Background: an optimization exercise with open tools, aiming at small area, a short achievable clock period and few clock cycles per item. Do not read the settings as production practice. The RTL was checked by simulation tests, not by an equivalence proof against the original design.

== lane 1 ==
==> module snow3g_f9hash, before the edit <==
module snow3g_f9hash (
    input  wire        clk,
    input  wire        rst,           
    input  wire        start_valid,
    output wire        start_ready,
    input  wire [63:0] p,
    input  wire [63:0] q,
    input  wire [31:0] z5,
    input  wire [15:0] len,           
    input  wire        blk_valid,
    output wire        blk_ready,
    input  wire [63:0] blk,
    output wire        res_valid,
    input  wire        res_ready,
    output wire [63:0] eval,
    output wire [31:0] maci
);
    localparam [2:0] ST_IDLE = 3'd0;    
    localparam [2:0] ST_BLK  = 3'd1;    
    localparam [2:0] ST_FIN1 = 3'd2;    
    localparam [2:0] ST_FIN2 = 3'd3;    
    localparam [2:0] ST_FW0  = 3'd4;    
    localparam [2:0] ST_FW1  = 3'd5;    
    function [63:0] gf_sq(input [63:0] a);
        reg [127:0] t;
        integer i;
        begin
            t = 128'd0;
            for (i = 0; i < 64; i = i + 1)
                t[2 * i] = a[i];
            for (i = 126; i >= 64; i = i - 1)
                if (t[i])
                    t[i - 64 +: 5] = t[i - 64 +: 5] ^ 5'h1B;
            gf_sq = t[63:0];
        end
    endfunction
    reg [2:0]   state;
    reg [63:0]  x;              
    reg [63:0]  k_r;            
    reg [278:0] mid;            
    reg [63:0]  p_r, q_r;
    reg [31:0]  z5_r;
    reg [15:0]  len_r;
    reg [10:0]  blocks_left;    
    reg         need;           
    reg         slot;           
    reg         fresh1, fresh2; 
    reg         ev1, ev;        
    reg         rv;             
    reg [63:0]  eval_r;
    reg [31:0]  z5_o;           
    wire [278:0] mid_n;
    wire [63:0]  prod;
    gf64mul_s1 u_s1 (.a(x), .b(k_r), .m(mid_n));
    gf64mul_s2 u_s2 (.m(mid), .r(prod));
    wire [63:0] prod_c = (fresh1 | fresh2) ? 64'd0 : prod;
    wire [63:0] p_sq   = gf_sq(p_r);
    wire [10:0] n_blocks = {1'b0, len[15:6]} + {10'd0, |len[5:0]};
    reg         last_blk;       
    wire [5:0]  tail     = len_r[5:0];
    wire [63:0] tailmask = (tail == 6'd0) ? {64{1'b1}} : ~({64{1'b1}} >> tail);
    wire [63:0] blk_m    = last_blk ? (blk & tailmask) : blk;
    reg sr_r, br_r;
    wire go = sr_r && (state != ST_IDLE);    
    assign start_ready = sr_r;
    assign blk_ready   = br_r;
    assign res_valid   = rv;
    assign eval        = eval_r;
    assign maci        = eval_r[63:32] ^ z5_o;
    wire take_start = start_valid && sr_r;
    wire take_blk   = blk_valid && br_r;
    reg [2:0] state_n;
    reg       rv_n, ev1_n, ev_n, slot_n, need_n;
    always @* begin
        case (state)
            ST_BLK:  state_n = (take_blk && last_blk) ? ST_FIN1 : ST_BLK;
            ST_FIN1: state_n = ST_FIN2;
            ST_FIN2: state_n = go ? ST_IDLE : ST_FW0;
            ST_FW0:  state_n = ST_FW1;
            ST_FW1:  state_n = go ? ST_IDLE : ST_FW0;
            default: state_n = ST_IDLE;
        endcase
        if (take_start)
            state_n = (len == 16'd0) ? ST_FIN1 : ST_BLK;
        rv_n   = ev || (rv && !res_ready);
        ev1_n  = go;
        ev_n   = ev1;
        slot_n = take_start ? 1'b0 : ~slot;
        need_n = take_start ? 1'b0 : (need ^ take_blk);
        if (rst) begin
            state_n = ST_IDLE;
            rv_n    = 1'b0;
            ev1_n   = 1'b0;
            ev_n    = 1'b0;
        end
    end
    wire sr_n = (state_n == ST_IDLE) ||
                (((state_n == ST_FIN2) || (state_n == ST_FW1)) && !rv_n && !ev1_n && !ev_n);
    wire br_n = (state_n == ST_BLK) && (slot_n == need_n);
    wire [63:0] k_next = take_blk ? (last_blk ? p_r : p_sq) :
                         go       ? q_r : 64'd1;
    wire [63:0] x_add = (state == ST_BLK)  ? (take_blk ? blk_m : 64'd0) :
                        (state == ST_FIN1) ? {48'd0, len_r} :
                        (state == ST_FIN2) ? x : 64'd0;
    always @(posedge clk) begin
        mid    <= mid_n;
        k_r    <= k_next;
        x      <= prod_c ^ x_add;
        state  <= state_n;
        rv     <= rv_n;
        ev1    <= ev1_n;
        ev     <= ev_n;
        slot   <= slot_n;
        need   <= need_n;
        sr_r   <= sr_n;
        br_r   <= br_n;
        fresh1 <= take_start && !rst;
        fresh2 <= fresh1;
        if (!rst) begin
            if (ev) begin
                eval_r <= prod;
            end
            if (go)
                z5_o   <= z5_r;
            if (take_blk) begin
                blocks_left <= blocks_left - 11'd1;
                last_blk    <= (blocks_left == 11'd2);
            end
            if (take_start) begin
                p_r         <= p;
                q_r         <= q;
                z5_r        <= z5;
                len_r       <= len;
                blocks_left <= n_blocks;
                last_blk    <= (n_blocks == 11'd1);
            end
        end
    end
endmodule
clock: 5.0 ns
lec_check: 0
cap_margin: 20
core_margin: 2
core_utilization: 40
place_density: 0.6
setup_slack_margin: 2.0
slew_margin: 20
standard.sh (not shown) runs the stock make flow with config.mk's settings and CLKGATE_MAP_FILE= SYNTH_SCRIPT=/design/flow/synth_recipe.tcl, a recipe that flattens the netlist after the stock synthesis.
==> flow/flow/run.sh <==
#!/bin/bash
# The standard layout (the standard.sh: ORFS with the standard synthesis),
# with one change: the buffers that buffer_ports puts on every input and output
# port are sky130_fd_sc_hd__buf_1 instead of the delay cell
# sky130_fd_sc_hd__clkdlybuf4s50_1 that the resizer picks by default.
# The full output of the make run goes to flow_make.log in the work folder;
# each ORFS step also keeps its own log under orfs/logs/.
set -euo pipefail
export BUFFER_PORTS_ARGS="-buffer_cell sky130_fd_sc_hd__buf_1"
bash standard.sh finish > flow_make.log 2>&1
Testbench counts of lane 1, summed over its fixed seeds: cycles 1,921, blocks 1,787.
[inputs] lane 2 vs lane 1
--- a/flow/design.v
+++ b/flow/design.v
@@ -48,7 +48,7 @@
     reg         ev1, ev;        
     reg         rv;             
     reg [63:0]  eval_r;
-    reg [31:0]  z5_o;           
+    reg [31:0]  maci_r;
     wire [278:0] mid_n;
     wire [63:0]  prod;
     gf64mul_s1 u_s1 (.a(x), .b(k_r), .m(mid_n));
@@ -56,7 +56,7 @@
     wire [63:0] prod_c = (fresh1 | fresh2) ? 64'd0 : prod;
     wire [63:0] p_sq   = gf_sq(p_r);
     wire [10:0] n_blocks = {1'b0, len[15:6]} + {10'd0, |len[5:0]};
-    reg         last_blk;       
+    wire        last_blk = (blocks_left == 11'd1);
     wire [5:0]  tail     = len_r[5:0];
     wire [63:0] tailmask = (tail == 6'd0) ? {64{1'b1}} : ~({64{1'b1}} >> tail);
     wire [63:0] blk_m    = last_blk ? (blk & tailmask) : blk;
@@ -66,7 +66,7 @@
     assign blk_ready   = br_r;
     assign res_valid   = rv;
     assign eval        = eval_r;
-    assign maci        = eval_r[63:32] ^ z5_o;
+    assign maci        = maci_r;
     wire take_start = start_valid && sr_r;
     wire take_blk   = blk_valid && br_r;
     reg [2:0] state_n;
@@ -119,20 +119,18 @@
         if (!rst) begin
             if (ev) begin
                 eval_r <= prod;
+                maci_r <= prod[63:32] ^ maci_r;
             end
             if (go)
-                z5_o   <= z5_r;
-            if (take_blk) begin
+                maci_r <= z5_r;
+            if (take_blk)
                 blocks_left <= blocks_left - 11'd1;
-                last_blk    <= (blocks_left == 11'd2);
-            end
             if (take_start) begin
                 p_r         <= p;
                 q_r         <= q;
                 z5_r        <= z5;
                 len_r       <= len;
                 blocks_left <= n_blocks;
-                last_blk    <= (n_blocks == 11'd1);
             end
         end
     end
## What came out
Compared with lane 1, in lane 2 number of non-filler instances in the completed layout grew by about 1.1%, cell area grew by 0.48%. The run showing the smaller clock-buffer cell count is lane 2. Side by side, number of placed cells counting well taps turned out higher in lane 2 than in lane 1. Lane 2 has more setup slack than lane 1.
Testbench counts of lane 2, summed over its fixed seeds: cycles 1,921, blocks 1,787.

what the ideal ports hide:
The results above use ideal ports. As a check the final layouts listed here were re-extracted and re-timed, cells and wires unchanged. Step 1: set_driving_cell puts a clkbuf_16 on clk and a buf_2 on each other input, an assumption about the parent block. Step 2, shift: input delay + t, output delay - t, t = (earliest + latest rising clock arrival at the registers) / 2. This alone moves slack from input paths to output paths. Slacks: ideal ports / drivers / drivers and shift; pairs: ideal ports / drivers.
run | t, ns | setup slack, ns | latest minus earliest clock arrival (ns) | worst register clock-pin slew, ns | worst slew at a driven data input, ns
lane 1 | 0.808 | 1.836 / 1.836 / 1.461 | 0.041 / 0.040 | 0.07 / 0.07 | 0.07
lane 2 | 0.798 | 1.957 / 1.957 / 1.866 | 0.050 / 0.050 | 0.08 / 0.08 | 0.12
After both steps setup and hold are still met in every run listed. For lane 1, which loses most, drivers alone change the setup slack by 0.000 ns; drivers and shift together by -0.375 ns.
